Context: an optimization exercise on an open-source flow, tuned for small area. The choices shown serve that exercise and are no tape-out recipe. RTL that was checked went through simulation tests only; none was proved equivalent to the original. For runs 1 to 5, only the layout was checked, not whether the RTL still works. Power and IR drop assume default switching activity.

==> design/flow/run.sh <==
#!/bin/bash
# synth_recipe.tcl (not shown) runs the flow's synth.tcl, then flattens the netlist and writes it again
# the make line also repeats each setting of config.mk as NAME=value (left out here)
make -C /OpenROAD-flow-scripts/flow DESIGN_CONFIG=/design/flow/config.mk WORK_HOME=/design/flow/orfs CLKGATE_MAP_FILE= SYNTH_SCRIPT=/design/flow/synth_recipe.tcl finish
==> design/flow/config.mk <==
export PLATFORM = sky130hd
export DESIGN_NAME = ledcube_engine
export DESIGN_NICKNAME = ledcube_engine
export VERILOG_FILES = /design/flow/design.v
export SDC_FILE = /design/flow/constraint.sdc
export NUM_CORES = 4
export LEC_CHECK = 0
export ABC_AREA = 1
export CAP_MARGIN = 20
export CELL_PAD_IN_SITES_DETAIL_PLACEMENT = 1
export CELL_PAD_IN_SITES_GLOBAL_PLACEMENT = 1
export CORE_MARGIN = 2
export CORE_UTILIZATION = 50
export CTS_BUF_LIST = sky130_fd_sc_hd__clkbuf_8
export CTS_CLUSTER_DIAMETER = 50
export CTS_CLUSTER_SIZE = 18
export PLACE_DENSITY = 0.6
export SLEW_MARGIN = 20
==> design/flow/constraint.sdc <==
create_clock -name core_clock -period 10.0 [get_ports {clk}]
set_input_delay 2.0000 -clock core_clock [delete_from_list [all_inputs] [get_ports {clk}]]
set_output_delay 2.0000 -clock core_clock [all_outputs]
set_load 0.01 [all_outputs]
==> design/flow/design.v <==
module ledcube_engine (
    input             clk,
    input             rst,
    input      [1:0]  cfg_rot,
    input             cfg_inv,
    input             in_valid,
    input      [63:0] in_data,
    input             close,
    output reg [14:0] lines,
    output reg        done
);
    reg [63:0] w [0:6];
    reg [63:0] p [0:7];
    reg [63:0] c [0:7];
    reg [2:0]  beat;
    reg        closed;
    reg        p_valid;
    reg [2:0]  p_base;
    wire accept = in_valid && !closed;
    wire p_load = accept && (beat == 3'd7);
    reg [3:0] k;         
    reg [3:0] s;         
    reg [2:0] layer;
    integer i;
    always @(posedge clk) begin
        if (accept) begin
            for (i = 0; i < 6; i = i + 1)
                w[i] <= w[i + 1];
            w[6] <= in_data;
        end
    end
    always @(posedge clk) begin
        if (p_load) begin
            for (i = 0; i < 7; i = i + 1)
                p[i] <= ~w[i];
            p[7] <= ~in_data;
        end else begin
            for (i = 0; i < 7; i = i + 1)
                p[i] <= ~p[i + 1];
            p[7] <= ~p[0];
        end
    end
    always @(posedge clk) begin
        if (rst) begin
            beat    <= 3'd0;
            closed  <= 1'b0;
            p_valid <= 1'b0;
        end else begin
            if (close)
                closed <= 1'b1;
            if (accept)
                beat <= beat + 3'd1;
            if (p_load) begin
                p_valid <= 1'b1;
                p_base  <= k[2:0] + 3'd1;
            end
        end
    end
    reg        xact;      
    reg [2:0]  xcnt;
    reg        c_valid;   
    reg        c_is_p;    
    reg [2:0]  c_base;
    always @(posedge clk) begin
        for (i = 0; i < 7; i = i + 1)
            c[i] <= c[i + 1];
        c[7] <= xact ? p[0] : c[0];
    end
    wire row_slot  = !s[3];
    wire [2:0] row = s[2:0];
    wire at_end    = (layer == 3'd7) && (s == 4'd9) && (k == 4'd6);
    wire release_now = at_end && closed && (c_is_p || !p_valid);
    always @(posedge clk) begin
        if (rst) begin
            xact    <= 1'b0;
            xcnt    <= 3'd0;
            c_valid <= 1'b0;
            c_is_p  <= 1'b0;
        end else begin
            if (xact) begin
                if (xcnt == 3'd7) begin
                    xact    <= 1'b0;
                    c_valid <= 1'b1;
                    c_base  <= p_base;
                end
                xcnt <= (p_load && xcnt != 3'd7) ? 3'd0 : xcnt + 3'd1;
            end else if (at_end && !release_now && p_valid && !done) begin
                xact <= 1'b1;
                xcnt <= 3'd0;
            end
            if (p_load)
                c_is_p <= 1'b0;
            else if (xact && xcnt == 3'd7)
                c_is_p <= 1'b1;
        end
    end
    wire [63:0] tap = c[0];
    wire [2:0]  tl  = k[2:0] - c_base;        
    wire [2:0]  rsel = (cfg_rot == 2'd2) ? ~layer : row;
    wire [7:0]  rbus = tap[rsel*8 +: 8];      
    reg  [7:0]  cbus;                         
    always @(*)
        for (i = 0; i < 8; i = i + 1)
            cbus[i] = tap[i*8 + row];
    wire        rbit = rbus[layer];
    reg [7:0] dnew;
    reg [7:0] den;
    always @(*) begin
        for (i = 0; i < 8; i = i + 1) begin
            case (cfg_rot)
                2'd0: begin dnew[i] = rbus[i];     den[i] = (tl == layer); end
                2'd1: begin dnew[i] = rbit;        den[i] = (~tl == i[2:0]); end
                2'd2: begin dnew[i] = rbus[i];     den[i] = (tl == row); end
                default: begin dnew[i] = cbus[7-i]; den[i] = (tl == layer); end
            endcase
            dnew[i] = c_valid & (dnew[i] ^ cfg_inv ^ ~tl[0]);
            den[i]  = den[i] & row_slot & !k[3];
        end
    end
    always @(posedge clk) begin
        if (rst) begin
            k     <= 4'd0;
            s     <= 4'd9;
            layer <= 3'd7;
            lines <= 15'd0;
            done  <= 1'b0;
        end else begin
            k <= k + 4'd1;
            if (k == 4'd15) begin
                if (s == 4'd10) begin
                    s     <= 4'd0;
                    layer <= layer + 3'd1;
                end else
                    s <= s + 4'd1;
            end
            if (!done) begin
                if (k != 4'd0)
                    lines[10] <= 1'b1;                    
                for (i = 0; i < 8; i = i + 1)
                    if (den[i])
                        lines[i] <= dnew[i];
                if (row_slot) begin
                    if (k == 4'd9)  lines[8] <= 1'b1;     
                    if (k == 4'd10) lines[8] <= 1'b0;
                end
                if (s == 4'd8) begin
                    if (k == 4'd1) begin
                        lines[9]     <= 1'b1;             
                        lines[14:12] <= layer;            
                    end
                    if (k == 4'd2) lines[9]  <= 1'b0;
                    if (k == 4'd4) lines[11] <= 1'b1;     
                end
                if (s == 4'd9 && k == 4'd5)
                    lines[11] <= 1'b0;
                if (release_now) begin
                    lines <= 15'd0;
                    done  <= 1'b1;
                end
            end
        end
    end
endmodule
==> impl_metrics.json, run 1 <==
{
  "cp-start-kind": "primary input",
  "hold_violations": 0,
  "slew_viol_final": 0,
  "finClkSkew_ns": 0.03632,
  "hold_class": "reg2reg",
  "track_usage": 0.1670,
  "syn-num-nets": 2884,
  "p_switching_w": 0.002369,
  "port_buffers": 86,
  "synth_common_cells": "dfxtp_1, mux2i_1, edfxtp_1",
  "cp_max_fo": 107,
  "clk_pin_slew_ns": 0.10,
  "power_frac_comb": 0.023,
  "vias": 20734,
  "io_pins": 87,
  "synthMostInstantiatedCell": "dfxtp_1",
  "synthMuxAreaShare": 0.1174,
  "r2r_setup_slack_ns": 6.15,
  "setup_viol": 0,
  "drt-wirelength-per-cell_um": 17.56,
  "dp_hpwl_um": 45160,
  "leakage_nw": 21.96,
  "grt_pass1_vias": 22240,
  "start_util": 0.5040,
  "fp.dieH_um": 299.5,
  "cts_resized": 0,
  "synth_top_area_frac": 0.4870,
  "p_sw_frac": 0.2173,
  "drt_pass1_iterations": 5,
  "finalCritPeriodShare": 0.5012,
  "cts_tree": "built",
  "r2r-end": "p[1][31]",
  "synth_simple_gate_area_frac": 0.04913,
  "synth-edff-count": 454,
  "internal_power_w": 0.008536,
  "cts.sinks": 1516,
  "grt_pass1_wl_um": 118100,
  "synth_top_family_by_area": "multiplexers",
  "critical_path.top_delay_family": "buffers and inverters",
  "fin_setup_tns_ns": 0,
  "synth_xor_xnor_area_share": 0.001003,
  "worst_path_max_delay_cell": "nand2_4",
  "worstRegToRegCells": 7,
  "arrival_ns": 5.73,
  "synth_top_area_cell": "dfxtp_1",
  "powerDensity_nw_per_um2": 223.6,
  "status": "no timing/DRC/antenna violations",
  "rsz0062_at_grt": "false",
  "cp.required_ns": 10.72,
  "cts_root_buffer": "clkbuf_8",
  "antenna_found_initial": 3,
  "clk_latency_ns": 0.80,
  "startpoint": "in_valid",
  "async_flop_share": 0,
  "area_growth_pct": 11.75,
  "relSlewSlack": 0.2021,
  "min_period_ns": 5.012,
  "cp.depth": 7,
  "yosys_register_bits": 1516,
  "syn_area_per_cell_um2": 15.61,
  "synth-main-ff-cell": "dfxtp_1",
  "synth_cell_type_count": 41,
  "path_cells": "clkdlybuf4s50_1, nand2_1, clkinvlp_4, nand2_4, buf_12, buf_16, mux2i_1",
  "numCtsBuffers": 133,
  "ir_worst_vdd_uv": 139.0,
  "overflow": 0,
  "postCtsSetupBuffers": 0,
  "coreArea_um2": 86620,
  "routed_wl_um": 73980,
  "drc_errors": 0,
  "hp-start": "c[7][29]",
  "utilization": 0.5632,
  "htree_levels": 4,
  "die_w_um": 299.5,
  "worst_hold_path.endpoint": "c[6][29]",
  "syn_area_um2": 43650,
  "grt_start_max_net_pins": 169,
  "postSynthCellCount": 2797,
  "nFillCells": 8007,
  "drive_gt1_frac": 0.09002,
  "die_area_um2": 89690,
  "cp-end-kind": "register",
  "critPathMaxStageDelay_ns": 1.09,
  "synth_adder_area_share": 0.004758,
  "holdPathStages": 0,
  "synth-compound-area-share": 0.01359,
  "place_congestion": 0.8559,
  "critPathBufInv": 4,
  "pwr-share-seq": 0.620,
  "drt_iter0_drc": 998,
  "maxCapViolCount": 0,
  "max_freq_mhz": 199.5,
  "clock_power_share": 0.357,
  "cts_max_path_buffers": 3,
  "criticalPathCategory": "in2reg",
  "r2r-start": "closed",
  "yosys_warnings": 4,
  "routed_via_density": 4.923,
  "num_rows": 108,
  "synth_area_leaders": "dfxtp_1, edfxtp_1, mux2i_1",
  "seq_area_frac_synth": 0.7993,
  "ctsHoldBuffers": 0,
  "ant_nets": 0,
  "worstMarginPinSlew_ns": 1.197,
  "fin_nets": 3033
}
## worst register-to-register path: stages, from the launching register on
cell and delay (ns):
dfxtp_1 0.34, inv_1 0.11, nand2_1 0.19, clkinvlp_4 0.65, nand2_4 1.09, buf_12 0.44
buf_16 0.52, mux2i_1 0.44
## cell usage in the layout (no fill, tap or decap), types with 15 or more instances in the layout
cell type        instances
nand2_1                338
clkbuf_8               149
dfxtp_1               1061
clkdlybuf4s50_1         86
mux2i_1                512
o22ai_1                 31
edfxtp_1               454
nor2_1                  55
inv_1                   50
a21oi_1                 26
inv_6                   20
ha_1                    15
nand3_1                 97
## kinds of logic after synthesis
family / after synthesis
buffers and inverters: 140
multiplexers: 512
flip-flops: 1516
XOR/XNOR: 5
AO/OA/AOI/OAI: 92
adder cells (fa/ha/maj): 16
AND/OR/NAND/NOR: 516
## registers in the layout, summed over array words and instances, names as in the netlist
register / cells
k: 4
beat: 3
p_valid: 1
w: 448
c: 512
c_base: 3
lines: 15
s: 4
xcnt: 3
c_is_p: 1
layer: 3
done: 1
xact: 1
p: 512
closed: 1
p_base: 3
c_valid: 1
## how the worst max path moves through the flow
stage and end:
5_1_grt p[6][33], 4_1_cts w[2][38], 6_report p[1][31], 2_1_floorplan w[0][0], 3_5_place_dp w[2][38], 3_3_place_gp w[6][37]
## power by group through the flow
stage / Clock, W / Sequential, W / Combinational, W
5_1_grt: 0.00430 / 0.00680 / 0.000286
6_report: 0.00389 / 0.00676 / 0.000253
3_3_place_gp: 0 / 0.00689 / 0.000240
2_1_floorplan: 0 / 0.00688 / 0.000168
4_1_cts: 0.00405 / 0.00677 / 0.000260
3_5_place_dp: 0 / 0.00691 / 0.000258
## layout make-up
| cell class | instances | area, um^2 | share of cell area |
|---|---|---|---|
| flip-flops and latches | 1516 | 34890 | 0.7153 |
| repair buffers | 105 | 1077 | 0.02208 |
| clock buffers | 149 | 2051 | 0.04204 |
| inverters | 49 | 187.7 | 0.003847 |
| diodes | 2 | 5.005 | 0.0001026 |
| clock inverters | 95 | 998.5 | 0.02047 |
| multi-input cells | 1141 | 8122 | 0.1665 |
| well taps | 1155 | 1445 | 0.02963 |
## metal layers
layer | share of wire | wire (um) | up-vias | GRT usage
met5 | 0.00018 | 13 | - | 0
met4 | 0.024 | 1791 | 2 | 0.06250
met3 | 0.039 | 2886 | 138 | 0.03885
met2 | 0.48 | 35760 | 294 | 0.2762
met1 | 0.45 | 33520 | 10293 | 0.2149
li1 | - | - | 10007 | -
## through the flow
step | hold WS, ns | cell area [um^2] | instances | total power, W | worst slack, ns
CTS | 0.3137 | 48740 | 4209 | 0.01108 | 4.822
global placement | 0.3096 | 45700 | 3965 | 0.007129 | 4.047
floorplan | 0.3096 | 43660 | 2797 | 0.007051 | 0.6848
global route | 0.3229 | 48780 | 4211 | 0.01138 | 4.722
detailed placement | 0.3132 | 45700 | 3965 | 0.007168 | 3.905
finish | 0.3148 | 48780 | 4212 | 0.01090 | 4.988
==> inputs of run 2 (changes only) <==
--- a/design/flow/config.mk
+++ b/design/flow/config.mk
@@ -11,8 +11,8 @@
 export CELL_PAD_IN_SITES_GLOBAL_PLACEMENT = 1
 export CORE_MARGIN = 2
 export CORE_UTILIZATION = 50
-export CTS_BUF_LIST = sky130_fd_sc_hd__clkbuf_8
-export CTS_CLUSTER_DIAMETER = 50
-export CTS_CLUSTER_SIZE = 18
+export CTS_BUF_LIST = sky130_fd_sc_hd__clkbuf_4
+export CTS_CLUSTER_DIAMETER = 40
+export CTS_CLUSTER_SIZE = 10
 export PLACE_DENSITY = 0.6
 export SLEW_MARGIN = 20
==> run 2 against run 1 <==
  * Global-route usage increased by 0.17 points
  * Synthesized area is the same
  * Via count is 2.1% higher
  * Cell area down 1.3%
  * Power decreased by 5.1%
  * Sequential power barely moved
  * Synthesized cell count stayed put
  * Count of clock-buffer cells in the layout up 124
  * Core utilization shrank 0.73 points
  * Non-clock buffer count fell by 1
  * Critical path depth decreased by 1
  * Critical endpoint is now p[5][34]
==> impl_metrics.json, run 2 <==
{
  "drt_iter0_drc": 1003,
  "die_area_um2": 89690,
  "rsz0062_at_grt": "false",
  "synth_cell_type_count": 41,
  "die_w_um": 299.5,
  "slew_viol_final": 0,
  "vias": 21168,
  "drt_pass1_iterations": 5,
  "powerDensity_nw_per_um2": 214.9,
  "setup_viol": 0,
  "cp-start-kind": "primary input",
  "ctsHoldBuffers": 0,
  "drc_errors": 0,
  "grt_pass1_vias": 22703,
  "relSlewSlack": 0.1821,
  "max_freq_mhz": 211.9,
  "cts_resized": 0,
  "fin_nets": 3082,
  "drt-wirelength-per-cell_um": 17.26,
  "design_area_um2": 48140,
  "yosys_register_bits": 1516,
  "ir_worst_vdd_uv": 119.5,
  "reg_top3": "c x512, p x512, w x448",
  "hold_violations": 0,
  "clk_pin_slew_ns": 0.10,
  "num_rows": 108,
  "htree_levels": 4,
  "status": "no timing/DRC/antenna violations",
  "synth_adder_area_share": 0.004758,
  "maxCapViolCount": 0,
  "place_area_um2": 45700,
  "ant_nets": 0,
  "cp-end-kind": "register",
  "syn_area_per_cell_um2": 15.61,
  "multi_input_area_um2": 8122,
  "worstMarginPinSlew_ns": 1.227,
  "synth_xor_xnor_area_share": 0.001003,
  "cts_max_path_buffers": 3,
  "hold_class": "reg2reg",
  "yosys_warnings": 4,
  "arrival_ns": 5.70,
  "routed_via_density": 4.931,
  "overflow": 0,
  "synth_simple_gate_area_frac": 0.04913,
  "synth_top_family_by_area": "multiplexers",
  "synthMostInstantiatedCell": "dfxtp_1",
  "finalCritPeriodShare": 0.4720,
  "cts_tree": "built",
  "synthMuxAreaShare": 0.1174,
  "synth_common_cells": "dfxtp_1, mux2i_1, edfxtp_1",
  "io_pins": 87,
  "postSynthCellCount": 2797,
  "grt_start_max_net_pins": 169,
  "cts.sinks": 1516,
  "fin_setup_tns_ns": 0,
  "synth_area_leaders": "dfxtp_1, edfxtp_1, mux2i_1",
  "syn-num-nets": 2884,
  "fp.dieH_um": 299.5,
  "clk_latency_ns": 1.08,
  "synth_top_area_frac": 0.4870,
  "synth-main-ff-cell": "dfxtp_1",
  "drive_gt1_frac": 0.1111,
  "grt_pass1_wl_um": 119000,
  "finClkSkew_ns": 0.04512,
  "criticalPathCategory": "in2reg",
  "port_buffers": 86,
  "synth_top_area_cell": "dfxtp_1",
  "async_flop_share": 0,
  "synth-edff-count": 454,
  "coreArea_um2": 86620,
  "mostFrequentLayoutCell": "dfxtp_1",
  "routed_wl_um": 74080,
  "track_usage": 0.1687,
  "r2r_setup_slack_ns": 6.17,
  "place_congestion": 0.8559,
  "layout_common_cells": "dfxtp_1, mux2i_1, edfxtp_1",
  "seq_area_frac_synth": 0.7993,
  "postCtsSetupBuffers": 0,
  "numCtsBuffers": 183,
  "cp_max_fo": 149,
  "cts_root_buffer": "clkbuf_4",
  "nFillCells": 8151,
  "syn_area_um2": 43650,
  "min_period_ns": 4.720,
  "leakage_nw": 21.84,
  "cp.required_ns": 10.98,
  "start_util": 0.5040,
  "register_area_um2": 34890,
  "dp_hpwl_um": 45160,
  "antenna_found_initial": 4,
  "synth-compound-area-share": 0.01359,
  "area_growth_pct": 10.29
}
run 2: path summary, 6_finish.rpt:
| path | from | to | cells past startpoint |
|---|---|---|---|
| worst max-delay path | in_valid | p[5][34] | 6 |
| worst min-delay path | c[3][37] | c[2][37] | 0 |
| worst max register to register | closed | p[5][34] | 6 |
| worst min register to register | c[3][37] | c[2][37] | 0 |
run 2: per-layer routing:
metal	vias up	routed length, um	GRT usage
met5	-	14	0
met4	4	2106	0.07214
met3	177	3241	0.04544
met2	339	35640	0.2741
met1	10443	33080	0.2136
li1	10205	-	-
run 2: kinds of logic after synthesis:
logic type | count (synthesis)
XOR/XNOR | 5
adder cells (fa/ha/maj) | 16
AO/OA/AOI/OAI | 92
multiplexers | 512
buffers and inverters | 140
AND/OR/NAND/NOR | 516
flip-flops | 1516
run 2: power breakdown:
group / switching [W] / internal (W)
registers: 0.000117 / 0.00665
logic: 0.000143 / 0.000109
clock network: 0.00192 / 0.00141
run 2: cell type report:
type / count / share of cell area
tap: 1155 / 0.03002
timing repair buffer: 104 / 0.02180
clock buffer: 273 / 0.04257
antenna: 5 / 0.0002599
inverter: 49 / 0.003898
clock inverter: 50 / 0.007978
multi-input combinational: 1141 / 0.1687
sequential: 1516 / 0.7248
run 2: metrics by stage:
step	hold slack, ns	std cells	utilization	total power, W	setup slack, ns
finish	0.3132	4293	0.5558	0.01035	5.280
global route	0.3048	4292	0.5558	0.01087	5.138
CTS	0.2921	4288	0.5556	0.01053	5.162
detailed placement	0.3132	3965	0.5275	0.007168	3.905
global placement	0.3096	3965	0.5275	0.007129	4.047
floorplan	0.3096	2797	-	0.007051	0.6848
run 2: worst max-delay path, cell delays in order:
cell	delay, ns
clkdlybuf4s50_1	0.41
nand2_1	0.17
clkinvlp_4	0.66
nand2_4	1.09
buf_12	0.64
mux2i_1	0.29
==> inputs of run 3 (changes only) <==
==> design/flow/flow/run.sh (new file) <==
#!/bin/bash
set -e
export CTS_ARGS="-sink_clustering_enable -repair_clock_nets -dont_use_dummy_load -buf_list sky130_fd_sc_hd__clkbuf_4 -sink_clustering_size 10 -sink_clustering_max_diameter 40"
export BUFFER_PORTS_ARGS="-buffer_cell sky130_fd_sc_hd__buf_1"
bash standard.sh > standard.log 2>&1
==> design/flow/standard.sh (new file) <==
#!/bin/bash
# synth_recipe.tcl (not shown) runs the flow's synth.tcl, then flattens the netlist and writes it again
# the make line also repeats each setting of config.mk as NAME=value (left out here)
make -C /OpenROAD-flow-scripts/flow DESIGN_CONFIG=/design/flow/config.mk WORK_HOME=/design/flow/orfs CLKGATE_MAP_FILE= SYNTH_SCRIPT=/design/flow/synth_recipe.tcl "${@:-finish}"
removed: design/flow/run.sh
==> run 3 against run 2 <==
  * Still clean on timing, DRC and antenna
  * Sequential cell count stayed put
  * Non-clock buffer count is 2 lower
  * Cell area is 3.3% lower
  * Die area stayed put
  * Global-route usage is 0.40 points lower
  * Wire length is 2.5% lower
  * Setup slack better by 0.25 ns
  * Power is 7.5% lower
  * Count of clock-buffer cells in the layout is 89 lower
  * Final cell count is 3.4% lower
  * Maximum frequency is 5.6% higher
  * Combinational power is 8.3% lower
  * Largest cell class unchanged
==> impl_metrics.json, run 3 <==
{
  "area_growth_pct": 6.610,
  "critPathBufInv": 5,
  "grt_start_max_net_pins": 177,
  "postCtsSetupBuffers": 0,
  "ant_nets": 0,
  "leakage_nw": 20.98,
  "die_area_um2": 89690,
  "multi_input_area_um2": 8122,
  "worstMarginPinSlew_ns": 1.222,
  "synth_common_cells": "dfxtp_1, mux2i_1, edfxtp_1",
  "synth-main-ff-cell": "dfxtp_1",
  "layout_common_cells": "dfxtp_1, mux2i_1, edfxtp_1",
  "slew_viol_final": 0,
  "syn_area_um2": 43650,
  "critical_path.top_delay_family": "buffers and inverters",
  "fin_setup_tns_ns": 0,
  "yosys_register_bits": 1516,
  "fin_nets": 3081,
  "grt_pass1_wl_um": 116400,
  "stdcell_count": 4148,
  "postSynthCellCount": 2797,
  "max_freq_mhz": 223.7,
  "grt_pass1_vias": 22085,
  "rsz0062_at_grt": "false",
  "cts_tree": "built",
  "synth_top_area_cell": "dfxtp_1",
  "place_congestion": 0.8555,
  "drive_gt1_frac": 0.07520,
  "path_cells": "buf_1, nand2_1, clkinvlp_4, buf_12, nand2_4, buf_12, buf_12, mux2i_1",
  "ctsHoldBuffers": 0,
  "cpMostUsedCell": "buf_12",
  "async_flop_share": 0,
  "cts_root_buffer": "clkbuf_4",
  "hold_violations": 0,
  "cp-start-kind": "primary input",
  "status": "no timing/DRC/antenna violations",
  "cts_max_path_buffers": 3,
  "port_buffers": 86,
  "synth_area_leaders": "dfxtp_1, edfxtp_1, mux2i_1",
  "worst_path_max_delay_cell": "nand2_4",
  "cts_resized": 0,
  "num_rows": 108,
  "arrival_ns": 5.41,
  "critPathMaxStageDelay_ns": 0.65,
  "coreArea_um2": 86620,
  "drt_iter0_drc": 846,
  "drt_pass1_iterations": 5,
  "ir_worst_vdd_uv": 105.1,
  "min_period_ns": 4.470,
  "fp.dieH_um": 299.5,
  "overflow": 0,
  "synth_top_area_frac": 0.4870,
  "syn_area_per_cell_um2": 15.61,
  "register_area_um2": 34890,
  "htree_levels": 4,
  "drc_errors": 0,
  "start_util": 0.5040,
  "syn-num-nets": 2884,
  "nFillCells": 8275,
  "relSlewSlack": 0.1856,
  "cts.sinks": 1516,
  "routed_wl_um": 72200,
  "drt-wirelength-per-cell_um": 17.40,
  "setup_viol": 0,
  "yosys_warnings": 4,
  "cp-end-kind": "register",
  "io_pins": 87,
  "maxCapViolCount": 0,
  "post-place-cells": 3962,
  "synthMostInstantiatedCell": "dfxtp_1",
  "hold_class": "reg2reg",
  "finClkSkew_ns": 0.1192,
  "cp.required_ns": 10.94,
  "cp_max_fo": 144,
  "dp_hpwl_um": 44790,
  "vias": 20777,
  "powerDensity_nw_per_um2": 205.8,
  "seq_area_frac_synth": 0.7993,
  "track_usage": 0.1647,
  "criticalPathCategory": "in2reg",
  "finalCritPeriodShare": 0.4470,
  "die_w_um": 299.5,
  "routed_via_density": 5.009,
  "antenna_found_initial": 1,
  "clk_pin_slew_ns": 0.10,
  "clk_latency_ns": 1.04,
  "numCtsBuffers": 184,
  "synth_cell_type_count": 41,
  "mostFrequentLayoutCell": "dfxtp_1",
  "synth-edff-count": 454,
  "reg_top3": "c x512, p x512, w x448"
}
[run 3: cell type report]
type	count	share of cell area
timing repair buffer	102	0.01086
clock buffer	184	0.02968
antenna	1	0.00005377
multi-input combinational	1141	0.1745
sequential	1516	0.7498
inverter	49	0.004033
tap	1155	0.03105
[run 3: final timing paths]
check / start / endpoint / slack [ns] / depth (start not counted)
max: in_valid / p[2][23] / 5.53 / 8
min: c[1][32] / c[0][32] / 0.27 / 0
max reg2reg: closed / w[4][39] / 6.08 / 7
min reg2reg: c[1][32] / c[0][32] / 0.27 / 0
[run 3: power breakdown]
group	internal (W)	total, W	switching, W
combinational	0.0000917	0.000232	0.000141
sequential	0.00665	0.00676	0.000117
clock	0.000845	0.00258	0.00173
[run 3: kinds of logic after synthesis]
group / after synthesis / synth area share
flops: 1516 / 0.7993
compound gates: 92 / 0.01359
simple gates: 516 / 0.04913
fa+ha+maj: 16 / 0.004758
mux: 512 / 0.1174
buf+inv: 140 / 0.01479
xor+xnor: 5 / 0.001003
[run 3: metal layers]
layer,part of all wire,up-vias,GRT usage,routed length [um]
met4,0.026,0,0.06393,1904
met2,0.48,312,0.2652,34400
met1,0.46,10251,0.2168,32950
met5,0,-,0,0
met3,0.041,148,0.03907,2950
li1,-,10066,-,-
[run 3: per-stage QoR]
stage / hold WS, ns / total power [W] / util / cell area (um^2) / setup WS [ns]
global placement: 0.3098 / 0.007113 / 0.5211 / 45130 / 4.084
global route: 0.2719 / 0.01007 / 0.5373 / 46540 / 5.371
CTS: 0.2652 / 0.009766 / 0.5370 / 46520 / 5.123
detailed placement: 0.3132 / 0.007149 / 0.5211 / 45130 / 3.918
finish: 0.2701 / 0.009576 / 0.5373 / 46540 / 5.530
floorplan: 0.3096 / 0.007051 / - / 43660 / 0.6848
==> inputs of run 4 (changes only) <==
--- a/design/flow/design.v
+++ b/design/flow/design.v
@@ -32,12 +32,12 @@
     always @(posedge clk) begin
         if (p_load) begin
             for (i = 0; i < 7; i = i + 1)
-                p[i] <= ~w[i];
-            p[7] <= ~in_data;
+                p[i] <= w[i];
+            p[7] <= in_data;
         end else begin
             for (i = 0; i < 7; i = i + 1)
-                p[i] <= ~p[i + 1];
-            p[7] <= ~p[0];
+                p[i] <= p[i + 1];
+            p[7] <= p[0];
         end
     end
     always @(posedge clk) begin
@@ -113,7 +113,7 @@
                 2'd2: begin dnew[i] = rbus[i];     den[i] = (tl == row); end
                 default: begin dnew[i] = cbus[7-i]; den[i] = (tl == layer); end
             endcase
-            dnew[i] = c_valid & (dnew[i] ^ cfg_inv ^ ~tl[0]);
+            dnew[i] = c_valid & (dnew[i] ^ cfg_inv);
             den[i]  = den[i] & row_slot & !k[3];
         end
     end
==> design/flow/run.sh (new file) <==
#!/bin/bash
# synth_recipe.tcl (not shown) runs the flow's synth.tcl, then flattens the netlist and writes it again
# the make line also repeats each setting of config.mk as NAME=value (left out here)
make -C /OpenROAD-flow-scripts/flow DESIGN_CONFIG=/design/flow/config.mk WORK_HOME=/design/flow/orfs CLKGATE_MAP_FILE= SYNTH_SCRIPT=/design/flow/synth_recipe.tcl finish
==> design/flow/config.mk (replaced) <==
export PLATFORM = sky130hd
export DESIGN_NAME = ledcube_engine
export DESIGN_NICKNAME = ledcube_engine
export VERILOG_FILES = /design/flow/design.v
export SDC_FILE = /design/flow/constraint.sdc
export NUM_CORES = 4
export LEC_CHECK = 0
export CAP_MARGIN = 20
export CELL_PAD_IN_SITES_DETAIL_PLACEMENT = 2
export CELL_PAD_IN_SITES_GLOBAL_PLACEMENT = 2
export CORE_MARGIN = 2
export CORE_UTILIZATION = 30
export PLACE_DENSITY = 0.45
export SLEW_MARGIN = 20
removed: design/flow/flow/run.sh
removed: design/flow/standard.sh
==> run 4 against run 3 <==
  * First-iteration DRC count up 7.1%
  * Register-to-register slack better by 0.13 ns
  * Wire length up 46%
  * Sequential cell count unchanged
  * Cell area up 16%
  * Critical endpoint is now lines[3]
  * Synthesized cell count up 33%
  * Critical path type unchanged
  * Count of clock-buffer cells in the layout up 78
  * Clock power up 150%
==> impl_metrics.json, run 4 <==
{
  "syn-num-nets": 3813,
  "port_buffers": 86,
  "finClkSkew_ns": 0.03213,
  "postSynthCellCount": 3726,
  "yosys_register_bits": 1516,
  "cp_max_fo": 25,
  "grt_pass1_vias": 28754,
  "synth_top_area_cell": "dfxtp_1",
  "mostFrequentLayoutCell": "nand2_1",
  "die_w_um": 392.1,
  "worstMarginPinSlew_ns": 1.115,
  "yosys_warnings": 4,
  "holdWs_ns": 0.3029,
  "internal_power_w": 0.01032,
  "place_congestion": 0.7341,
  "routed_wl_um": 105700,
  "ir_worst_vdd_uv": 148.5,
  "slew_viol_final": 0,
  "cts_root_buffer": "clkbuf_16",
  "grt_pass1_wl_um": 165800,
  "reg_top3": "c x512, p x512, w x448",
  "antenna_found_initial": 3,
  "cts_tree": "built",
  "layout_common_cells": "nand2_1, dfxtp_1, edfxtp_1",
  "hold_class": "reg2reg",
  "clk_latency_ns": 0.78,
  "setup_viol": 0,
  "min_period_ns": 5.353,
  "seq_area_frac_synth": 0.7724,
  "fp.dieH_um": 392.1,
  "vias": 26138,
  "arrival_ns": 6.07,
  "synthMostInstantiatedCell": "nand2_1",
  "numCtsBuffers": 167,
  "cts.sinks": 1516,
  "routed_via_density": 4.353,
  "synth_top_area_frac": 0.4706,
  "hold_violations": 0,
  "criticalPathCategory": "in2reg",
  "cts_resized": 0,
  "coreArea_um2": 149600,
  "dp_hpwl_um": 64000,
  "p_sw_frac": 0.2078,
  "drt_iter0_drc": 906,
  "syn_area_um2": 45170,
  "grt_start_max_net_pins": 194,
  "nFillCells": 15421,
  "drt_pass1_iterations": 4,
  "finalCritPeriodShare": 0.5353,
  "leakage_nw": 21.88,
  "track_usage": 0.1396,
  "area_growth_pct": 19.72,
  "synth-edff-count": 454,
  "rsz0062_at_grt": "false",
  "synth_common_cells": "nand2_1, dfxtp_1, edfxtp_1",
  "synth_area_leaders": "dfxtp_1, edfxtp_1, nand2_1",
  "fin_nets": 3929,
  "power_frac_comb": 0.012,
  "fin_setup_tns_ns": 0,
  "setup_slack_ns": 4.647,
  "die_area_um2": 153700,
  "synth_cell_type_count": 70,
  "p_switching_w": 0.002708,
  "maxCapViolCount": 0,
  "clk_pin_slew_ns": 0.06,
  "clock_power_share": 0.488,
  "cp.required_ns": 10.72,
  "drive_gt1_frac": 0.09882,
  "multi_input_area_um2": 9583,
  "register_area_um2": 34900,
  "cp-end-kind": "register",
  "cp-start-kind": "primary input",
  "start_util": 0.3020,
  "ant_nets": 0,
  "powerDensity_nw_per_um2": 241.0,
  "syn_area_per_cell_um2": 12.12,
  "async_flop_share": 0,
  "finalPower_w": 0.01303,
  "htree_levels": 4,
  "postCtsSetupBuffers": 0,
  "overflow": 0,
  "drc_errors": 0,
  "status": "no timing/DRC/antenna violations",
  "num_rows": 142,
  "max_freq_mhz": 186.8,
  "cts_max_path_buffers": 3,
  "ctsHoldBuffers": 0,
  "dp_slack_ns": 3.884,
  "relSlewSlack": 0.2568,
  "drt-wirelength-per-cell_um": 17.61,
  "pwr-share-seq": 0.500,
  "synth-main-ff-cell": "dfxtp_1",
  "io_pins": 87
}
-- run 4: critical path, cell delays in order --
cell and delay, ns:
clkdlybuf4s50_1 0.52, inv_1 0.09, ha_1 0.25, buf_4 0.25
nor2_1 0.70, a21oi_1 0.28, a31oi_1 0.49, o22ai_1 0.34
a32o_1 0.47, or4_1 0.57, nand3_1 0.09
-- run 4: power by group through the flow --
stage	registers [W]	clock network, W	logic [W]
2_1_floorplan	0.00666	0	0.0000812
3_3_place_gp	0.00664	0	0.000160
3_5_place_dp	0.00665	0	0.000167
4_1_cts	0.00652	0.00661	0.000168
5_1_grt	0.00653	0.00688	0.000179
6_report	0.00652	0.00636	0.000161
-- run 4: layer usage --
layer  up-vias  global-route usage  part of all wire
met1     13205              0.1839              0.47
met5         -                   0                 0
met3       170             0.02978             0.036
li1      12449                   -                 -
met4         0             0.04252             0.024
met2       314              0.2291              0.47
-- run 4: worst paths after layout --
kind | start | end | slack (ns) | cells after the start
max | cfg_rot[0] | lines[3] | 4.65 | 11
min | c[6][62] | c[5][62] | 0.30 | 0
max reg2reg | s[0] | lines[3] | 6.21 | 9
min reg2reg | c[6][62] | c[5][62] | 0.30 | 0
-- run 4: logic make-up after synthesis --
group / synth area share
adders and majority gates: 0.004598
and+or+nand+nor: 0.1499
DFF: 0.7724
buffers and inverters: 0.01595
muxes: 0.02678
xor gates and xnor gates: 0.002714
AOI/OAI and AO/OA: 0.02767
-- run 4: layout make-up --
type	count	area share
Clock buffer	262	0.09671
Antenna cell	1	0.00004627
Timing Repair Buffer	113	0.02082
Inverter	14	0.0009717
Multi-Input combinational cell	2030	0.1772
Sequential cell	1516	0.6453
Clock inverter	52	0.01231
Tap cell	2016	0.04664
-- run 4: metrics by stage --
stage	instances	instance area (um^2)	util
after floorplan	3726	45180	-
after global placement	5689	48180	0.3221
after detailed placement	5689	48180	0.3221
after CTS	6003	54080	0.3615
after global routing	6003	54080	0.3615
final	6004	54080	0.3615
==> inputs of run 5 (changes only) <==
--- a/design/flow/config.mk
+++ b/design/flow/config.mk
@@ -10,5 +10,6 @@
 export CELL_PAD_IN_SITES_GLOBAL_PLACEMENT = 2
 export CORE_MARGIN = 2
 export CORE_UTILIZATION = 30
+export CTS_BUF_LIST = sky130_fd_sc_hd__clkbuf_4
 export PLACE_DENSITY = 0.45
 export SLEW_MARGIN = 20
==> run 5 against run 4 <==
  * Count of clock-buffer cells in the layout grew 393
  * Sequential share of layout area grew 0.66 points
  * Critical endpoint is now lines[5]
  * Critical path type unchanged
  * Non-clock buffer count is the same
  * Critical path depth is the same
  * Synthesized cell count is the same
  * Sequential power is essentially flat
  * Clock skew grew 0.065 ns
  * Still clean
  * Clock power shrank 14%
  * Register-to-register slack gained 0.03 ns
  * Global-route usage grew 0.28 points
  * Sequential cell count is the same
==> impl_metrics.json, run 5 <==
{
  "status": "no timing/DRC/antenna violations",
  "drt-wirelength-per-cell_um": 16.72,
  "grt_pass1_vias": 30980,
  "synth_cell_type_count": 70,
  "yosys_warnings": 4,
  "yosys_register_bits": 1516,
  "utilization": 0.3579,
  "cp.required_ns": 11.04,
  "fin_nets": 4183,
  "hold_violations": 0,
  "powerDensity_nw_per_um2": 227.1,
  "async_flop_share": 0,
  "cp-end-kind": "register",
  "overflow": 0,
  "syn_area_per_cell_um2": 12.12,
  "maxCapViolCount": 0,
  "criticalPathCategory": "in2reg",
  "io_pins": 87,
  "multi_input_area_um2": 9583,
  "numCtsBuffers": 421,
  "finClkSkew_ns": 0.09736,
  "syn-num-nets": 3813,
  "finalCritPeriodShare": 0.4843,
  "leakage_nw": 22.20,
  "die_w_um": 392.1,
  "vias": 27819,
  "drive_gt1_frac": 0.1791,
  "cts_resized": 0,
  "cts_tree": "built",
  "dp_hpwl_um": 64000,
  "ctsHoldBuffers": 0,
  "drc_errors": 0,
  "rsz0062_at_grt": "false",
  "grt_start_max_net_pins": 194,
  "drt_pass1_iterations": 4,
  "cts.sinks": 1516,
  "htree_levels": 5,
  "routed_via_density": 4.311,
  "register_area_um2": 34900,
  "syn_area_um2": 45170,
  "synth-main-ff-cell": "dfxtp_1",
  "area_growth_pct": 18.50,
  "arrival_ns": 5.89,
  "setup_viol": 0,
  "clk_pin_slew_ns": 0.06,
  "place_area_um2": 48180,
  "cp-start-kind": "primary input",
  "synth_top_area_cell": "dfxtp_1",
  "die_area_um2": 153700,
  "ir_worst_vdd_uv": 76.71,
  "worstMarginPinSlew_ns": 1.064,
  "place_congestion": 0.7341,
  "ant_nets": 0,
  "max_freq_mhz": 206.5,
  "antenna_found_initial": 5,
  "seq_area_frac_synth": 0.7724,
  "coreArea_um2": 149600,
  "post-place-cells": 5689,
  "fin_setup_tns_ns": 0,
  "postSynthCellCount": 3726,
  "synth-edff-count": 454,
  "slew_viol_final": 0,
  "nFillCells": 15870,
  "cp_max_fo": 25,
  "drt_iter0_drc": 864,
  "cts_max_path_buffers": 4,
  "design_area_um2": 53530,
  "layout_common_cells": "nand2_1, dfxtp_1, clkbuf_4",
  "num_rows": 142,
  "hold_class": "reg2reg",
  "grt_pass1_wl_um": 169700,
  "relSlewSlack": 0.2908,
  "synth_area_leaders": "dfxtp_1, edfxtp_1, nand2_1",
  "port_buffers": 86,
  "synth_top_area_frac": 0.4706,
  "min_period_ns": 4.843,
  "synth_common_cells": "nand2_1, dfxtp_1, edfxtp_1",
  "reg_top3": "c x512, p x512, w x448",
  "mostFrequentLayoutCell": "nand2_1",
  "routed_wl_um": 107900,
  "track_usage": 0.1423,
  "start_util": 0.3020,
  "stdcell_count": 6453,
  "postCtsSetupBuffers": 0,
  "clk_latency_ns": 1.25,
  "fp.dieH_um": 392.1,
  "cts_root_buffer": "clkbuf_4",
  "synthMostInstantiatedCell": "nand2_1"
}
==> run 5: final timing paths <==
path              startpoint  endpoint  slack, ns  cells after the start
hold / removal      c[2][23]  c[1][23]       0.24                      0
setup / recovery  cfg_rot[0]  lines[5]       5.16                     11
setup reg to reg        s[0]  lines[3]       6.24                      9
hold reg to reg     c[2][23]  c[1][23]       0.24                      0
==> run 5: worst max-delay path: stages <==
cell and delay [ns]:
clkdlybuf4s50_1 0.52, inv_1 0.09, ha_1 0.25, buf_4 0.25, inv_1 0.33, mux2i_1 0.72, a31oi_1 0.34, o22ai_1 0.51
a32o_1 0.55, nor4_1 0.14, nand3b_1 0.18
==> run 5: kinds of logic after synthesis <==
| logic type | synth area share |
|---|---|
| AOI/OAI and AO/OA | 0.02767 |
| xor gates and xnor gates | 0.002714 |
| adders and majority gates | 0.004598 |
| buffers and inverters | 0.01595 |
| DFF | 0.7724 |
| muxes | 0.02678 |
| and+or+nand+nor | 0.1499 |
==> run 5: metal layers <==
layer	global-route usage	wire, um	vias to the layer above
li1	-	-	13221
met1	0.1795	49490	13817
met2	0.2289	50780	507
met3	0.03489	4236	274
met4	0.06713	3408	0
met5	0	0	-
==> run 5: through the flow <==
step | worst slack [ns] | hold slack, ns | total power [W]
after floorplan | 0.6954 | 0.3096 | 0.006739
after global placement | 3.779 | 0.3096 | 0.006799
after detailed placement | 3.884 | 0.3132 | 0.006816
after CTS | 5.222 | 0.2324 | 0.01248
after global routing | 5.102 | 0.2338 | 0.01285
final | 5.157 | 0.2411 | 0.01216
==> run 5: final cells by class <==
class | instances | share of cell area
Inverter | 14 | 0.0009816
Antenna cell | 14 | 0.0006544
Timing Repair Buffer | 113 | 0.02103
Tap cell | 2016 | 0.04712
Multi-Input combinational cell | 2030 | 0.1790
Clock inverter | 95 | 0.007432
Sequential cell | 1516 | 0.6519
Clock buffer | 655 | 0.09185
==> run 5: report_power, final <==
part           switching, W  leakage (nW)  internal [W]
combinational      0.000110          6.12     0.0000506
clock               0.00250          3.21       0.00298
sequential        0.0000510          12.9       0.00646
total               0.00266          22.2       0.00949
==> inputs of run 6 (changes only) <==
--- a/design/flow/design.v
+++ b/design/flow/design.v
@@ -6,7 +6,7 @@
     input             in_valid,
     input      [63:0] in_data,
     input             close,
-    output reg [14:0] lines,
+    output reg [14:0] lines,    
     output reg        done
 );
     reg [63:0] w [0:6];
@@ -32,12 +32,12 @@
     always @(posedge clk) begin
         if (p_load) begin
             for (i = 0; i < 7; i = i + 1)
-                p[i] <= w[i];
-            p[7] <= in_data;
+                p[i] <= ~w[i];
+            p[7] <= ~in_data;
         end else begin
             for (i = 0; i < 7; i = i + 1)
-                p[i] <= p[i + 1];
-            p[7] <= p[0];
+                p[i] <= ~p[i + 1];
+            p[7] <= ~p[0];
         end
     end
     always @(posedge clk) begin
@@ -113,16 +113,30 @@
                 2'd2: begin dnew[i] = rbus[i];     den[i] = (tl == row); end
                 default: begin dnew[i] = cbus[7-i]; den[i] = (tl == layer); end
             endcase
-            dnew[i] = c_valid & (dnew[i] ^ cfg_inv);
+            dnew[i] = c_valid & (dnew[i] ^ cfg_inv ^ ~tl[0]);
             den[i]  = den[i] & row_slot & !k[3];
         end
     end
+    reg [7:0] dl;
+    reg       srclr;
+    wire srclk = row_slot && (k == 4'd10);
+    wire rclk  = (s == 4'd8) && (k == 4'd2);
+    wire oe    = ((s == 4'd8) && (k >= 4'd5)) || ((s == 4'd9) && (k <= 4'd5));
+    always @(*) begin
+        lines[7:0]   = dl;
+        lines[8]     = srclr & srclk;
+        lines[9]     = srclr & rclk;
+        lines[10]    = srclr;
+        lines[11]    = srclr & oe;
+        lines[14:12] = srclr ? layer : 3'd0;
+    end
     always @(posedge clk) begin
         if (rst) begin
-            k     <= 4'd0;
+            k     <= 4'd6;
             s     <= 4'd9;
             layer <= 3'd7;
-            lines <= 15'd0;
+            dl    <= 8'd0;
+            srclr <= 1'b0;
             done  <= 1'b0;
         end else begin
             k <= k + 4'd1;
@@ -134,27 +148,14 @@
                     s <= s + 4'd1;
             end
             if (!done) begin
-                if (k != 4'd0)
-                    lines[10] <= 1'b1;                    
+                if (k[0])
+                    srclr <= 1'b1;
                 for (i = 0; i < 8; i = i + 1)
                     if (den[i])
-                        lines[i] <= dnew[i];
-                if (row_slot) begin
-                    if (k == 4'd9)  lines[8] <= 1'b1;     
-                    if (k == 4'd10) lines[8] <= 1'b0;
-                end
-                if (s == 4'd8) begin
-                    if (k == 4'd1) begin
-                        lines[9]     <= 1'b1;             
-                        lines[14:12] <= layer;            
-                    end
-                    if (k == 4'd2) lines[9]  <= 1'b0;
-                    if (k == 4'd4) lines[11] <= 1'b1;     
-                end
-                if (s == 4'd9 && k == 4'd5)
-                    lines[11] <= 1'b0;
+                        dl[i] <= dnew[i];
                 if (release_now) begin
-                    lines <= 15'd0;
+                    dl    <= 8'd0;
+                    srclr <= 1'b0;
                     done  <= 1'b1;
                 end
             end
==> design/flow/flow/run.sh (new file) <==
#!/bin/bash
set -e
export CTS_ARGS="-sink_clustering_enable -repair_clock_nets -dont_use_dummy_load -buf_list sky130_fd_sc_hd__clkbuf_4 -sink_clustering_size 10 -sink_clustering_max_diameter 40"
export BUFFER_PORTS_ARGS="-buffer_cell sky130_fd_sc_hd__buf_1"
bash standard.sh > standard.log 2>&1
==> design/flow/standard.sh (new file) <==
#!/bin/bash
# synth_recipe.tcl (not shown) runs the flow's synth.tcl, then flattens the netlist and writes it again
# the make line also repeats each setting of config.mk as NAME=value (left out here)
make -C /OpenROAD-flow-scripts/flow DESIGN_CONFIG=/design/flow/config.mk WORK_HOME=/design/flow/orfs CLKGATE_MAP_FILE= SYNTH_SCRIPT=/design/flow/synth_recipe.tcl "${@:-finish}"
==> design/flow/config.mk (replaced) <==
export PLATFORM = sky130hd
export DESIGN_NAME = ledcube_engine
export DESIGN_NICKNAME = ledcube_engine
export VERILOG_FILES = /design/flow/design.v
export SDC_FILE = /design/flow/constraint.sdc
export NUM_CORES = 4
export LEC_CHECK = 0
export ABC_AREA = 1
export CAP_MARGIN = 20
export CELL_PAD_IN_SITES_DETAIL_PLACEMENT = 1
export CELL_PAD_IN_SITES_GLOBAL_PLACEMENT = 1
export CORE_MARGIN = 2
export CORE_UTILIZATION = 50
export CTS_BUF_LIST = sky130_fd_sc_hd__clkbuf_4
export CTS_CLUSTER_DIAMETER = 40
export CTS_CLUSTER_SIZE = 10
export PLACE_DENSITY = 0.6
export SLEW_MARGIN = 20
removed: design/flow/run.sh
==> run 6 against run 5 <==
  * Critical path depth fell by 4
  * Sequential share of layout area up 9.9 points
  * Critical endpoint is now lines[11]
  * Clock power is 53% lower
  * Sequential cell count fell by 6
  * Combinational power is 67% higher
  * Via count shrank 26%
  * Final cell count is 36% lower
  * Die area down 42%
  * Count of clock-buffer cells in the layout down 474
  * Synthesized area down 4.0%
==> impl_metrics.json, run 6 <==
{
  "fp.dieH_um": 298.6,
  "cts_resized": 0,
  "nFillCells": 8153,
  "overflow": 0,
  "synth_top_area_cell": "dfxtp_1",
  "syn_area_um2": 43380,
  "area_growth_pct": 6.717,
  "arrival_ns": 3.21,
  "synth-main-ff-cell": "dfxtp_1",
  "yosys_register_bits": 1510,
  "drt_pass1_iterations": 5,
  "finalCritPeriodShare": 0.5208,
  "hold_class": "reg2reg",
  "async_flop_share": 0,
  "place_congestion": 0.8261,
  "grt_use_met3": 0.03846,
  "r2r_setup_slack_ns": 6.27,
  "clock_power_share": 0.266,
  "min_period_ns": 5.208,
  "max_freq_mhz": 192.0,
  "routed_via_density": 4.976,
  "postCtsSetupBuffers": 0,
  "cp.required_ns": 8.00,
  "ir_worst_vdd_uv": 97.80,
  "path_cells": "inv_2, nor2_1, clkinv_1, nor2_1, nand2_1, a21boi_0, buf_1",
  "finClkSkew_ns": 0.05970,
  "hold_violations": 0,
  "grt_pass1_wl_um": 115700,
  "cp_max_fo": 17,
  "drt-wirelength-per-cell_um": 17.49,
  "worstMarginPinSlew_ns": 1.244,
  "setup_viol": 0,
  "postSynthCellCount": 2775,
  "drive_gt1_frac": 0.07371,
  "critical_path.top_delay_family": "buffers and inverters",
  "cts.sinks": 1510,
  "top_usage_layer": "met2",
  "drc_errors": 0,
  "die_w_um": 298.6,
  "slew_viol_final": 0,
  "clk_latency_ns": 1.02,
  "io_pins": 87,
  "syn_area_per_cell_um2": 15.63,
  "relSlewSlack": 0.1708,
  "grt_start_max_net_pins": 179,
  "worst_path_max_delay_cell": "clkinv_1",
  "status": "no timing/DRC/antenna violations",
  "layout_common_cells": "dfxtp_1, mux2i_1, edfxtp_1",
  "synth_cell_type_count": 35,
  "grt_pass1_vias": 21744,
  "internal_power_w": 0.007580,
  "leakage_nw": 20.93,
  "finalPower_w": 0.009590,
  "cts_tree": "built",
  "vias": 20534,
  "antenna_found_initial": 1,
  "yosys_warnings": 4,
  "cp-start-kind": "register",
  "fin_nets": 3060,
  "die_area_um2": 89140,
  "criticalPathCategory": "reg2out",
  "powerDensity_nw_per_um2": 207.2,
  "routed_wl_um": 72190,
  "cp-end-kind": "output pin",
  "num_rows": 108,
  "track_usage": 0.1648,
  "cpMostUsedCell": "nor2_1",
  "cts_max_path_buffers": 3,
  "p_switching_w": 0.002010,
  "drt_iter0_drc": 1079,
  "p_sw_frac": 0.2096,
  "gr-usage-met2": 0.2679,
  "seq_area_frac_synth": 0.8016,
  "reg_top3": "c x512, p x512, w x448",
  "start_util": 0.5024,
  "port_buffers": 86,
  "ant_nets": 0,
  "coreArea_um2": 86350,
  "htree_levels": 4,
  "synth_common_cells": "dfxtp_1, mux2i_1, edfxtp_1",
  "clk_pin_slew_ns": 0.10,
  "rsz0062_at_grt": "false",
  "synth-edff-count": 454,
  "critPathMaxStageDelay_ns": 0.51,
  "synth_area_leaders": "dfxtp_1, edfxtp_1, mux2i_1",
  "critPathBufInv": 3,
  "ctsHoldBuffers": 0,
  "mostFrequentLayoutCell": "dfxtp_1",
  "grt_use_met1": 0.2164,
  "dp_hpwl_um": 45140,
  "synth_top_area_frac": 0.4873,
  "power_frac_comb": 0.028,
  "fin_setup_tns_ns": 0,
  "cts_root_buffer": "clkbuf_4",
  "maxCapViolCount": 0,
  "synthMostInstantiatedCell": "dfxtp_1",
  "numCtsBuffers": 181,
  "syn-num-nets": 2862,
  "pwr-share-seq": 0.706
}
run 6: cell count changes in the layout (fill, tap and decap cells not counted), moves of 73 or more:
| cell | before | now |
|---|---|---|
| buf_1 | 0 | 86 |
| mux2i_1 | 14 | 512 |
| nand2_1 | 1592 | 342 |
| nand3_1 | 20 | 93 |
| clkinv_1 | 80 | 3 |
| clkbuf_4 | 655 | 181 |
| clkdlybuf4s50_1 | 86 | 0 |
run 6: cell type report:
class / count / area [um^2] / area share
sequential: 1510 / 34770 / 0.7511
multi-input combinational: 1127 / 8011 / 0.1730
tap: 1155 / 1445 / 0.03122
clock buffer: 181 / 1359 / 0.02935
timing repair buffer: 106 / 523.0 / 0.01130
inverter: 47 / 180.2 / 0.003892
antenna: 1 / 2.502 / 0.00005405
run 6: cell families after synthesis:
group,Yosys count,synth area share
AO/OA/AOI/OAI,89,0.01266
buffers and inverters,138,0.01393
adder cells (fa/ha/maj),16,0.004788
flip-flops,1510,0.8016
AND/OR/NAND/NOR,500,0.04690
multiplexers,512,0.1181
XOR/XNOR,10,0.002019
run 6: final timing paths:
path                  from   endpoint  cells after the start
setup / recovery      s[0]  lines[11]                      7
hold reg to reg   c[6][46]   c[5][46]                      0
hold / removal    c[6][46]   c[5][46]                      0
setup reg to reg    closed   w[1][32]                      6
run 6: metrics by stage:
step | cells | hold slack [ns] | util | worst slack (ns) | cell area, um^2
global route | 4127 | 0.2880 | 0.5362 | 4.420 | 46300
finish | 4127 | 0.2896 | 0.5362 | 4.792 | 46300
global placement | 3945 | 0.3095 | 0.5204 | 4.736 | 44930
floorplan | 2775 | 0.3096 | - | 0.5728 | 43390
detailed placement | 3945 | 0.3132 | 0.5204 | 4.560 | 44930
CTS | 4126 | 0.2893 | 0.5361 | 4.504 | 46290
run 6: layer usage:
| metal | vias to the layer above | wire, um |
|---|---|---|
| met4 | 0 | 1684 |
| met2 | 271 | 34860 |
| met1 | 10151 | 32990 |
| met3 | 139 | 2655 |
| met5 | - | 0 |
| li1 | 9973 | - |
run 6: worst register-to-register path: stages, from the launching register on:
cell	delay (ns)
dfxtp_1	0.32
inv_1	0.10
nand2_1	0.15
clkinvlp_4	0.14
buf_4	0.65
buf_4	0.89
buf_4	1.03
run 6: power groups by stage:
stage / Clock (W) / Sequential (W) / Combinational (W)
after floorplan: 0 / 0.00688 / 0.000196
after global placement: 0 / 0.00689 / 0.000258
after detailed placement: 0 / 0.00692 / 0.000275
after CTS: 0.00273 / 0.00678 / 0.000277
after global routing: 0.00297 / 0.00681 / 0.000308
final: 0.00255 / 0.00677 / 0.000269
==> inputs of run 7 (changes only) <==
--- a/design/flow/config.mk
+++ b/design/flow/config.mk
@@ -10,9 +10,6 @@
 export CELL_PAD_IN_SITES_DETAIL_PLACEMENT = 1
 export CELL_PAD_IN_SITES_GLOBAL_PLACEMENT = 1
 export CORE_MARGIN = 2
-export CORE_UTILIZATION = 50
-export CTS_BUF_LIST = sky130_fd_sc_hd__clkbuf_4
-export CTS_CLUSTER_DIAMETER = 40
-export CTS_CLUSTER_SIZE = 10
-export PLACE_DENSITY = 0.6
+export CORE_UTILIZATION = 72
+export PLACE_DENSITY = 0.8
 export SLEW_MARGIN = 20
==> run 7 against run 6 <==
  * The flow now stops in global routing (5_1_grt)
  * Synthesized cell count is the same
  * Synthesized area is the same
==> impl_metrics.json, run 7 <==
{
  "status": "aborted with a tool error",
  "failed_stage": "global routing (5_1_grt)",
  "error": "[ERROR GRT-0232] Routing congestion too high. Check the congestion heatmap in the GUI.",
  "synth_top_area_cell": "dfxtp_1",
  "ctsHoldBuffers": 0,
  "synth_cell_type_count": 35,
  "async_flop_share": 0,
  "syn_area_um2": 43380,
  "synth_top_area_frac": 0.4873,
  "syn_area_per_cell_um2": 15.63,
  "start_util": 0.7323,
  "dp_hpwl_um": 64640,
  "port_buffers": 86,
  "cts_max_path_buffers": 3,
  "yosys_warnings": 4,
  "track_usage": 0.8428,
  "place_congestion": 0.8985,
  "synthMostInstantiatedCell": "dfxtp_1",
  "grt_start_max_net_pins": 182,
  "overflow": 959,
  "postSynthCellCount": 2775,
  "num_rows": 89,
  "fp.dieH_um": 249.5,
  "cts_resized": 0,
  "cts_root_buffer": "clkbuf_4",
  "numCtsBuffers": 173,
  "antenna_found_initial": 68,
  "seq_area_frac_synth": 0.8016,
  "io_pins": 87,
  "cts.sinks": 1510,
  "synth_common_cells": "dfxtp_1, mux2i_1, edfxtp_1",
  "synth_area_leaders": "dfxtp_1, edfxtp_1, mux2i_1",
  "die_w_um": 249.5,
  "syn-num-nets": 2862,
  "htree_levels": 4,
  "synth-main-ff-cell": "dfxtp_1",
  "yosys_register_bits": 1510,
  "post-place-cells": 3555,
  "synth-edff-count": 454,
  "postCtsSetupBuffers": 0
}
[run 7: cell counts after synthesis]
No cell type changed its count.
[run 7: per-stage QoR]
step | worst slack (ns) | area (um^2) | util
after detailed placement | 4.200 | 44410 | 0.7496
after floorplan | 0.5728 | 43390 | -
after CTS | 4.601 | 45710 | 0.7715
after global placement | 4.554 | 44410 | 0.7496
[run 7: routing by layer]
layer,overflow,track usage
met3,11,0.7034
met2,591,0.9787
met4,349,0.8850
met5,1,0.2950
met1,7,0.8500
[run 7: kinds of logic after synthesis]
family                   Yosys count  synth area share
XOR/XNOR                          10          0.002019
AND/OR/NAND/NOR                  500           0.04690
AO/OA/AOI/OAI                     89           0.01266
multiplexers                     512            0.1181
flip-flops                      1510            0.8016
adder cells (fa/ha/maj)           16          0.004788
buffers and inverters            138           0.01393
[run 7: worst max path at each step]
stage,start,end,slack [ns]
floorplan,in_valid,p_base[0],0.57
global placement,in_valid,p[4][33],4.55
detailed placement,in_valid,xcnt[1],4.20
CTS,s[0],lines[11],4.60
[run 7: power groups by stage]
stage / sequential [W] / combinational [W] / clock [W]
4_1_cts: 0.00685 / 0.000341 / 0.00286
3_5_place_dp: 0.00695 / 0.000307 / 0
3_3_place_gp: 0.00689 / 0.000250 / 0
2_1_floorplan: 0.00688 / 0.000196 / 0
==> inputs of run 8 (changes only) <==
--- a/design/flow/config.mk
+++ b/design/flow/config.mk
@@ -10,6 +10,6 @@
 export CELL_PAD_IN_SITES_DETAIL_PLACEMENT = 1
 export CELL_PAD_IN_SITES_GLOBAL_PLACEMENT = 1
 export CORE_MARGIN = 2
-export CORE_UTILIZATION = 72
-export PLACE_DENSITY = 0.8
+export CORE_UTILIZATION = 65
+export PLACE_DENSITY = 0.75
 export SLEW_MARGIN = 20
==> run 8 against run 7 <==
  * Now clean on timing, DRC and antenna
  * Synthesized cell count stayed put
  * Synthesized area stayed put
==> impl_metrics.json, run 8 <==
{
  "synth_cell_type_count": 35,
  "relSlewSlack": 0.2789,
  "synthMostInstantiatedCell": "dfxtp_1",
  "maxCapViolCount": 0,
  "cp.required_ns": 8.00,
  "cts_tree": "built",
  "r2r_setup_slack_ns": 5.52,
  "nFillCells": 5715,
  "numCtsBuffers": 173,
  "worstRegToRegCells": 7,
  "r2r-start": "closed",
  "synth_area_leaders": "dfxtp_1, edfxtp_1, mux2i_1",
  "synth_top_area_frac": 0.4873,
  "finalCritPeriodShare": 0.5228,
  "clk_latency_ns": 1.00,
  "multi_input_area_um2": 8011,
  "die_w_um": 262.3,
  "cp-start-kind": "register",
  "coreArea_um2": 65860,
  "drive_gt1_frac": 0.06964,
  "layout_common_cells": "dfxtp_1, mux2i_1, edfxtp_1",
  "fp.dieH_um": 262.3,
  "mostFrequentLayoutCell": "dfxtp_1",
  "grt_start_max_net_pins": 137,
  "drt_pass1_iterations": 5,
  "hold_class": "reg2reg",
  "drt_iter0_drc": 1114,
  "max_freq_mhz": 191.3,
  "setup_viol": 0,
  "routed_via_density": 5.453,
  "syn_area_um2": 43380,
  "track_usage": 0.2341,
  "area_growth_pct": 5.656,
  "min_period_ns": 5.228,
  "syn_area_per_cell_um2": 15.63,
  "place_congestion": 0.8434,
  "synth_common_cells": "dfxtp_1, mux2i_1, edfxtp_1",
  "die_area_um2": 68820,
  "async_flop_share": 0,
  "design_area_um2": 45840,
  "worst_hold_path.endpoint": "c[6][39]",
  "arrival_ns": 3.23,
  "routed_wl_um": 79150,
  "r2r-end": "p[1][28]",
  "leakage_nw": 20.87,
  "cts_resized": 0,
  "holdWs_ns": 0.2754,
  "ctsHoldBuffers": 0,
  "synth-main-ff-cell": "dfxtp_1",
  "start_util": 0.6587,
  "slew_viol_final": 0,
  "hold_violations": 0,
  "seq_area_frac_synth": 0.8016,
  "overflow": 0,
  "post-place-cells": 3649,
  "grt_pass1_vias": 23337,
  "ant_nets": 0,
  "hp-start": "c[7][39]",
  "rsz0062_at_grt": "false",
  "grt_pass1_wl_um": 125900,
  "holdPathStages": 0,
  "vias": 20869,
  "antenna_found_initial": 2,
  "register_area_um2": 34770,
  "cp_max_fo": 18,
  "status": "no timing/DRC/antenna violations",
  "reg_top3": "c x512, p x512, w x448",
  "synth-edff-count": 454,
  "fin_setup_tns_ns": 0,
  "cts_root_buffer": "clkbuf_4",
  "fin_nets": 3047,
  "htree_levels": 4,
  "io_pins": 87,
  "syn-num-nets": 2862,
  "cts.sinks": 1510,
  "cp-end-kind": "output pin",
  "drt-wirelength-per-cell_um": 20.68,
  "criticalPathCategory": "reg2out",
  "cts_max_path_buffers": 3,
  "num_rows": 94,
  "drc_errors": 0,
  "yosys_register_bits": 1510,
  "synth_top_area_cell": "dfxtp_1",
  "ir_worst_vdd_uv": 181.3,
  "clk_pin_slew_ns": 0.10,
  "powerDensity_nw_per_um2": 209.1,
  "worstMarginPinSlew_ns": 1.082,
  "place_area_um2": 44520,
  "postSynthCellCount": 2775,
  "postCtsSetupBuffers": 0,
  "dp_hpwl_um": 51560,
  "finClkSkew_ns": 0.09843,
  "yosys_warnings": 4,
  "stdcell_count": 3827,
  "port_buffers": 86
}
==> run 8: layout make-up <==
cell class	instances	share of cell area
repair buffers	101	0.01040
clock buffers	173	0.02834
diodes	5	0.0002730
multi-input cells	1127	0.1748
flip-flops and latches	1510	0.7587
inverters	47	0.003931
well taps	864	0.02359
==> run 8: critical path: stages, from the launching register on <==
cell and delay (ns):
dfxtp_1 0.39, inv_2 0.16, nand2_1 0.51, nor4_1 0.98, buf_1 0.22
==> run 8: routing by layer <==
layer  wire length [um]  share of wire  GRT usage  vias up
met2              40990           0.52     0.4139      371
li1                   -              -          -     9917
met1              33460           0.42     0.2864    10406
met5                 13        0.00016          0        -
met4               2083          0.026    0.08676        2
met3               2604          0.033    0.04385      173
==> run 8: report_power, final <==
part	internal [W]	switching (W)	total, W
registers	0.00665	0.000143	0.00679
logic	0.000102	0.000181	0.000283
clock network	0.000796	0.00172	0.00251
total	0.00755	0.00204	0.00959
==> run 8: cell families (layout without fill, tap and decap cells) <==
logic type / count (synthesis) / count (layout) / share of synthesized area
other: 0 / 5 / 0
AOI/OAI and AO/OA: 89 / 89 / 0.01266
adders and majority gates: 16 / 16 / 0.004788
and+or+nand+nor: 500 / 500 / 0.04690
xor gates and xnor gates: 10 / 10 / 0.002019
buffers and inverters: 138 / 321 / 0.01393
muxes: 512 / 512 / 0.1181
DFF: 1510 / 1510 / 0.8016
==> run 8: worst max-delay path by stage <==
stage / start / depth (start not counted) / slack (ns) / to
CTS: s[0] / 4 / 4.71 / lines[9]
floorplan: in_valid / 6 / 0.57 / p_base[0]
global placement: in_valid / 7 / 4.13 / p[6][21]
finish: s[0] / 4 / 4.77 / lines[9]
global route: s[0] / 7 / 4.52 / lines[11]
detailed placement: in_valid / 7 / 3.81 / p[3][26]
==> run 8: metrics by stage <==
step | total power, W | setup WS (ns) | utilization
detailed placement | 0.007219 | 3.810 | 0.6760
global placement | 0.007144 | 4.128 | 0.6760
finish | 0.009586 | 4.772 | 0.6959
global route | 0.009997 | 4.523 | 0.6959
CTS | 0.009699 | 4.712 | 0.6957
floorplan | 0.007080 | 0.5728 | -
==> inputs of run 9 (changes only) <==
==> design/flow/flow/run.sh (replaced) <==
#!/bin/bash
set -e
export CTS_ARGS="-sink_clustering_enable -repair_clock_nets -dont_use_dummy_load -buf_list sky130_fd_sc_hd__clkbuf_8 -sink_clustering_size 20 -sink_clustering_max_diameter 50"
export BUFFER_PORTS_ARGS="-buffer_cell sky130_fd_sc_hd__buf_1"
bash standard.sh > standard.log 2>&1
==> run 9 against run 8 <==
  * Still clean on timing, DRC and antenna
  * Wire length is essentially flat
  * Synthesized area is the same
  * Critical path depth grew 3
  * Core utilization grew 0.31 points
  * Clock power grew 6%
  * Worst hold slack lost 0.016 ns
  * Sequential share of layout area shrank 0.34 points
  * Maximum frequency shrank 3.2%
==> impl_metrics.json, run 9 <==
{
  "status": "no timing/DRC/antenna violations",
  "multi_input_area_um2": 8011,
  "io_pins": 87,
  "grt_start_max_net_pins": 137,
  "postCtsSetupBuffers": 0,
  "cp.required_ns": 10.62,
  "criticalPathCategory": "in2reg",
  "drc_errors": 0,
  "clk_latency_ns": 0.74,
  "clk_pin_slew_ns": 0.10,
  "arrival_ns": 6.02,
  "leakage_nw": 20.87,
  "finalPower_w": 0.009728,
  "relSlewSlack": 0.2569,
  "cts.sinks": 1510,
  "cp-start-kind": "primary input",
  "fin_nets": 2983,
  "wl_met2_um": 41620,
  "cts_resized": 0,
  "synthMostInstantiatedCell": "dfxtp_1",
  "vias": 20495,
  "fp.dieH_um": 262.3,
  "top_layer": "met4",
  "area_growth_pct": 6.129,
  "fin_setup_tns_ns": 0,
  "start_util": 0.6587,
  "routed_via_density": 5.452,
  "drt_iter0_drc": 1111,
  "ctsHoldBuffers": 0,
  "clock_power_share": 0.272,
  "p_sw_frac": 0.2068,
  "drive_gt1_frac": 0.04907,
  "rsz0062_at_grt": "false",
  "worstRegToRegCells": 7,
  "overflow": 0,
  "synth_cell_type_count": 35,
  "max_freq_mhz": 185.2,
  "power_frac_comb": 0.029,
  "async_flop_share": 0,
  "coreArea_um2": 65860,
  "port_buffers": 86,
  "hold_violations": 0,
  "cp_max_fo": 117,
  "min_period_ns": 5.400,
  "cts_root_buffer": "clkbuf_8",
  "slew_viol_final": 0,
  "num_rows": 94,
  "r2r_setup_slack_ns": 5.59,
  "dp_hpwl_um": 51560,
  "maxCapViolCount": 0,
  "mostFrequentLayoutCell": "dfxtp_1",
  "grt_pass1_vias": 22788,
  "pwr-share-seq": 0.698,
  "syn-num-nets": 2862,
  "ant_nets": 0,
  "drt_pass1_iterations": 5,
  "syn_area_per_cell_um2": 15.63,
  "finClkSkew_ns": 0.08081,
  "seq_area_frac_synth": 0.8016,
  "synth_top_area_frac": 0.4873,
  "setup_viol": 0,
  "synth-edff-count": 454,
  "hold_class": "reg2reg",
  "numCtsBuffers": 108,
  "powerDensity_nw_per_um2": 211.3,
  "yosys_warnings": 4,
  "cp-end-kind": "register",
  "antenna_found_initial": 1,
  "syn_area_um2": 43380,
  "wl_met1_um": 33220,
  "stdcell_count": 3759
}
==> run 9: cell types whose count changed in the layout (fill, tap and decap cells not counted), sizes merged <==
cell    before  now
diode        5    1
clkbuf     173  108
buf        101  102
==> run 9: layout make-up <==
class / instances / area share
clock buffers: 108 / 0.03229
diodes: 1 / 0.00005435
well taps: 864 / 0.02348
inverters: 47 / 0.003913
repair buffers: 102 / 0.01095
multi-input cells: 1127 / 0.1740
flip-flops and latches: 1510 / 0.7553
==> run 9: logic make-up (layout without fill, tap and decap cells) <==
family	after synthesis	after routing	share of synthesized area
other	0	1	0
and+or+nand+nor	500	500	0.04690
xor gates and xnor gates	10	10	0.002019
buffers and inverters	138	257	0.01393
DFF	1510	1510	0.8016
muxes	512	512	0.1181
adders and majority gates	16	16	0.004788
AOI/OAI and AO/OA	89	89	0.01266
==> run 9: final timing paths <==
| check | to | start |
|---|---|---|
| max | p[6][30] | in_valid |
| min | c[2][45] | c[3][45] |
| max reg2reg | p[6][30] | closed |
| min reg2reg | c[2][45] | c[3][45] |
==> run 9: routing by layer <==
metal,track usage,vias to the layer above
met5,0,-
met4,0.06419,0
met3,0.03608,136
met2,0.4180,317
met1,0.2867,10320
li1,-,9722
==> run 9: through the flow <==
| step | hold slack, ns | setup slack, ns | area, um^2 |
|---|---|---|---|
| 6_report | 0.2591 | 4.600 | 46040 |
| 5_1_grt | 0.2645 | 4.292 | 46040 |
| 4_1_cts | 0.2586 | 4.611 | 46010 |
| 3_5_place_dp | 0.3132 | 3.810 | 44520 |
| 3_3_place_gp | 0.3098 | 4.128 | 44520 |
| 2_1_floorplan | 0.3096 | 0.5728 | 43390 |
==> run 9: power by group through the flow <==
stage | sequential [W] | combinational, W | clock, W
4_1_cts | 0.00680 | 0.000289 | 0.00274
5_1_grt | 0.00682 | 0.000321 | 0.00295
3_5_place_dp | 0.00693 | 0.000286 | 0
6_report | 0.00679 | 0.000286 | 0.00265
2_1_floorplan | 0.00688 | 0.000196 | 0
3_3_place_gp | 0.00689 | 0.000255 | 0
==> run 9: critical path, stage by stage <==
cell and delay (ns):
buf_1 0.08, nand2_1 0.18, clkinvlp_4 0.77, nand2_4 0.86, buf_4 0.90, buf_12 0.60
mux2i_1 0.29

Check on run 9: ideal ports give 4.600 ns setup slack; a clkbuf_16 on the clock port and buf_2 on the inputs give 4.631 ns; moving port delays by the midpoint clock arrival (0.775 ns) as well gives 3.856 ns.
